This design comes from an exercise in tuning for small area on the open sky130 flow, not from production work. Function was checked by simulation only, so behaviour that the tests miss may differ from the original. No driver is modelled on the clock port, so clocking that relies on it looks cheaper here than on a real chip. Power is estimated from default activity; no workload was simulated.

== main ==
==> flow/design.v (excerpt) <==
module adhat_engine (
    input  wire        clk,
    input  wire        rst,           
    input  wire        req_valid,
    output wire        req_ready,
    input  wire [4:0]  req_op,
    input  wire        req_adc,
    input  wire        req_sel,
    input  wire [7:0]  req_a,
    input  wire [7:0]  req_b,
    input  wire [7:0]  req_c,
    input  wire [7:0]  req_d,
    input  wire [7:0]  req_e,
    input  wire [7:0]  req_len,
    output wire [7:0]  lst_idx,
    input  wire        lst_sel,
    input  wire [7:0]  lst_a,
    input  wire [7:0]  lst_b,
    output wire        tp_valid,
    output reg  [3:0]  tp_kind,
    output reg  [7:0]  tp_data,
    input  wire        tp_ack,
    input  wire        tp_fail,
    input  wire [7:0]  tp_rdata,
    input  wire        tp_rdy,
    output wire        rsp_valid,
    output wire        val_valid,
    output wire [3:0]  rsp_status,
    output wire [31:0] rsp_value,
    output wire [7:0]  rsp_info_a,
    output wire [7:0]  rsp_info_b,
    output wire [7:0]  rsp_index,
    input  wire [4:0]  mir_addr,
    output wire [7:0]  mir_data,
    output reg  [2:0]  cfg_gain1,
    output reg  [3:0]  cfg_rate1,
    output reg  [2:0]  cfg_filt1,
    output reg         cfg_imode1,
    output reg  [2:0]  cfg_gain2,
    output reg  [1:0]  cfg_rate2,
    output reg         cfg_imode2,
    output reg         alive
);
Size: ~1800 cells after synthesis, ~310 flip-flops, about 200 I/O pins, roughly 0.018 mm² of cells after synthesis.
Settings: LEC_CHECK=0, CAP_MARGIN=20, CORE_MARGIN=2, CORE_UTILIZATION=40, GPL_ROUTABILITY_DRIVEN=0, PLACE_DENSITY=0.6, SLEW_MARGIN=20; clock period 10.0 ns.
standard.sh (not shown) runs the stock make flow with config.mk's settings and CLKGATE_MAP_FILE= SYNTH_SCRIPT=/design/flow/synth_recipe.tcl, a recipe that flattens the netlist after the stock synthesis.
==> flow/flow/run.sh <==
#!/bin/bash
# The standard layout (the standard.sh: unchanged synthesis and steps), with three changes:
#  - the port buffers are made of the smallest buffer cell instead of the resizer's default;
#  - clock tree synthesis clusters up to 24 sinks per clkbuf_16 and adds no dummy loads;
#  - the resizer repairs nets with the small buffers only (flow/small_buffers.tcl, sourced
#    before each step that may insert buffers).
set -euo pipefail
H="$PWD/flow/small_buffers.tcl"
bash standard.sh \
  "BUFFER_PORTS_ARGS=-buffer_cell sky130_fd_sc_hd__buf_1" \
  "CTS_ARGS=-sink_clustering_enable -repair_clock_nets -dont_use_dummy_load -buf_list sky130_fd_sc_hd__clkbuf_16 -sink_clustering_size 24 -sink_clustering_max_diameter 100" \
  "PRE_GLOBAL_PLACE_TCL=$H" "PRE_RESIZE_TCL=$H" "PRE_DETAIL_PLACE_TCL=$H" "PRE_CTS_TCL=$H" \
  "PRE_REPAIR_TIMING_POST_PLACE_TCL=$H" "PRE_GLOBAL_ROUTE_TCL=$H" \
  finish > standard_flow.log 2>&1
==> flow/flow/small_buffers.tcl <==
# Sourced before each placement, resizing, clock-tree and routing step: the resizer may
# use only the small buffers (buf_1, buf_2) when it repairs slew, capacitance or timing.
set_dont_use {sky130_fd_sc_hd__buf_4 sky130_fd_sc_hd__buf_6 sky130_fd_sc_hd__buf_8 sky130_fd_sc_hd__buf_12 sky130_fd_sc_hd__buf_16 sky130_fd_sc_hd__bufbuf_8 sky130_fd_sc_hd__bufbuf_16}
Edits applied to the flow inputs when going from main to the feature branch:
--- a/flow/design.v
+++ b/flow/design.v
@@ -144,21 +144,22 @@
     wire [1:0] rate2_code = {ra[3] | ra[4], ra[0] | ra[4]};
     wire [7:0] rtd_delay_ms = (rx == 3'd0) ? 8'd0  :
                               (rx == 3'd1) ? 8'd1  :
                               (rx == 3'd2) ? 8'd2  :
                               (rx == 3'd3) ? 8'd5  :
                               (rx == 3'd4) ? 8'd10 :
                               (rx == 3'd5) ? 8'd20 :
                               (rx == 3'd6) ? 8'd50 : 8'd100;
     wire q_ctrl_cmd = (req_a == 8'h04) || (req_a == 8'h06) || (req_a == 8'h08) ||
                       (req_a == 8'h0A) || (req_a == 8'h0C) || (req_a == 8'h0E);
-    wire [8:0] q_blk_end = {1'b0, req_a} + {1'b0, req_b};
+    wire [5:0] q_blk_sum = {1'b0, req_a[4:0]} + {1'b0, req_b[4:0]};
+    wire q_blk_bad = (req_a > NREG) || (req_b > NREG) || (q_blk_sum > NREG);
     wire q_hi0 = (req_a[7:4] == 4'd0);
     wire q_lo0 = (req_a[3:0] == 4'd0);
     wire q_p2lo = (req_a[3:0] == 4'd1) || (req_a[3:0] == 4'd2) || (req_a[3:0] == 4'd4) || (req_a[3:0] == 4'd8);
     wire q_p2hi = (req_a[7:4] == 4'd1) || (req_a[7:4] == 4'd2) || (req_a[7:4] == 4'd4) || (req_a[7:4] == 4'd8);
     wire q_gain_ok = ((q_hi0 && q_p2lo) || (q_lo0 && q_p2hi)) && (req_adc || !req_a[7]);
     wire q_rate2_ok = (req_a == 8'd2) || (req_a == 8'd7) || (req_a == 8'd8) || (req_a == 8'd16);
     reg [4:0] t_addr;         
     reg [7:0] t_wd;           
     reg       t_wreg;         
     reg [7:0] t_cmd;          
@@ -325,21 +326,21 @@
                                 end
                                 OP_SENDCMD: begin
                                     if (!q_ctrl_cmd) respond(ST_INVCONF);
                                     else st <= S_CSA;
                                 end
                                 OP_WRITEBLK: begin
                                     if (req_len != req_b)
                                         respond(ST_FRAMELEN);
                                     else if (req_b == 8'd0)
                                         respond(ST_OK);
-                                    else if (q_blk_end > NREG)
+                                    else if (q_blk_bad)
                                         respond(ST_INVREG);
                                     else
                                         st <= S_LOOP;
                                 end
                                 OP_VERIFY: begin
                                     if (req_a > 8'd1) respond(ST_INVCONF);
                                     else st <= S_VLOOP;
                                 end
                                 OP_CONVERT, OP_RTD: st <= S_SLOAD;
                                 OP_SCAN: st <= S_LOOP;
Fmax in the feature branch is 2.2% below main. Delta (the feature branch minus main): sequential area share after synthesis increased 0.29 points, number of global-route vias before repair now sits higher. For area growth from synthesis to layout, the feature branch and main come out practically identical. Looking at highest ir drop seen on vdd across both flows, the feature branch is the weaker of the two, with main ahead. In the metrics for the feature branch and main, the one carrying the higher share of cell area taken by flip-flops and latches is the feature branch. Compared with main, total number of multi-input combinational cells in the feature branch decreased by a few percent. The final reports for the feature branch and main show standby leakage power higher in the former. Compared with main, the feature branch shows a lower area of all placed cells without fillers. Post-route minimum period | the feature branch above main. main has lower power consumption than the feature branch.

[separate check: timing with driven ports]
How much do the figures lean on ideal ports? The routed layouts below were timed once more, with nothing changed but the port constraints. Step 1 sets driving cells, clkbuf_16 on the clock port and buf_2 on the other inputs (assumed; they add their load-dependent delay and slew). Step 2 moves the port delays by t, midway between the first and last clock arrival at a register: inputs arrive t later, outputs are due t later. That takes back most of the time a late clock gives input paths. Slacks: no drivers / after step 1 / after step 2; pairs: no drivers / after step 1.
run | t (ns) | setup WS [ns] | slew at the worst register clock pin (ns) | worst data-port slew with drivers (ns) | pins driven straight from the clock port
main | 0.570 | 3.805 / 3.780 / 3.780 | 0.10 / 0.10 | 0.04 | 1
the feature branch | 0.578 | 3.664 / 3.611 / 3.772 | 0.10 / 0.10 | 0.05 | 1
After both steps setup and hold are still met in every run listed. For main, which loses most, drivers alone change the setup slack by -0.025 ns; drivers and shift together by -0.025 ns.
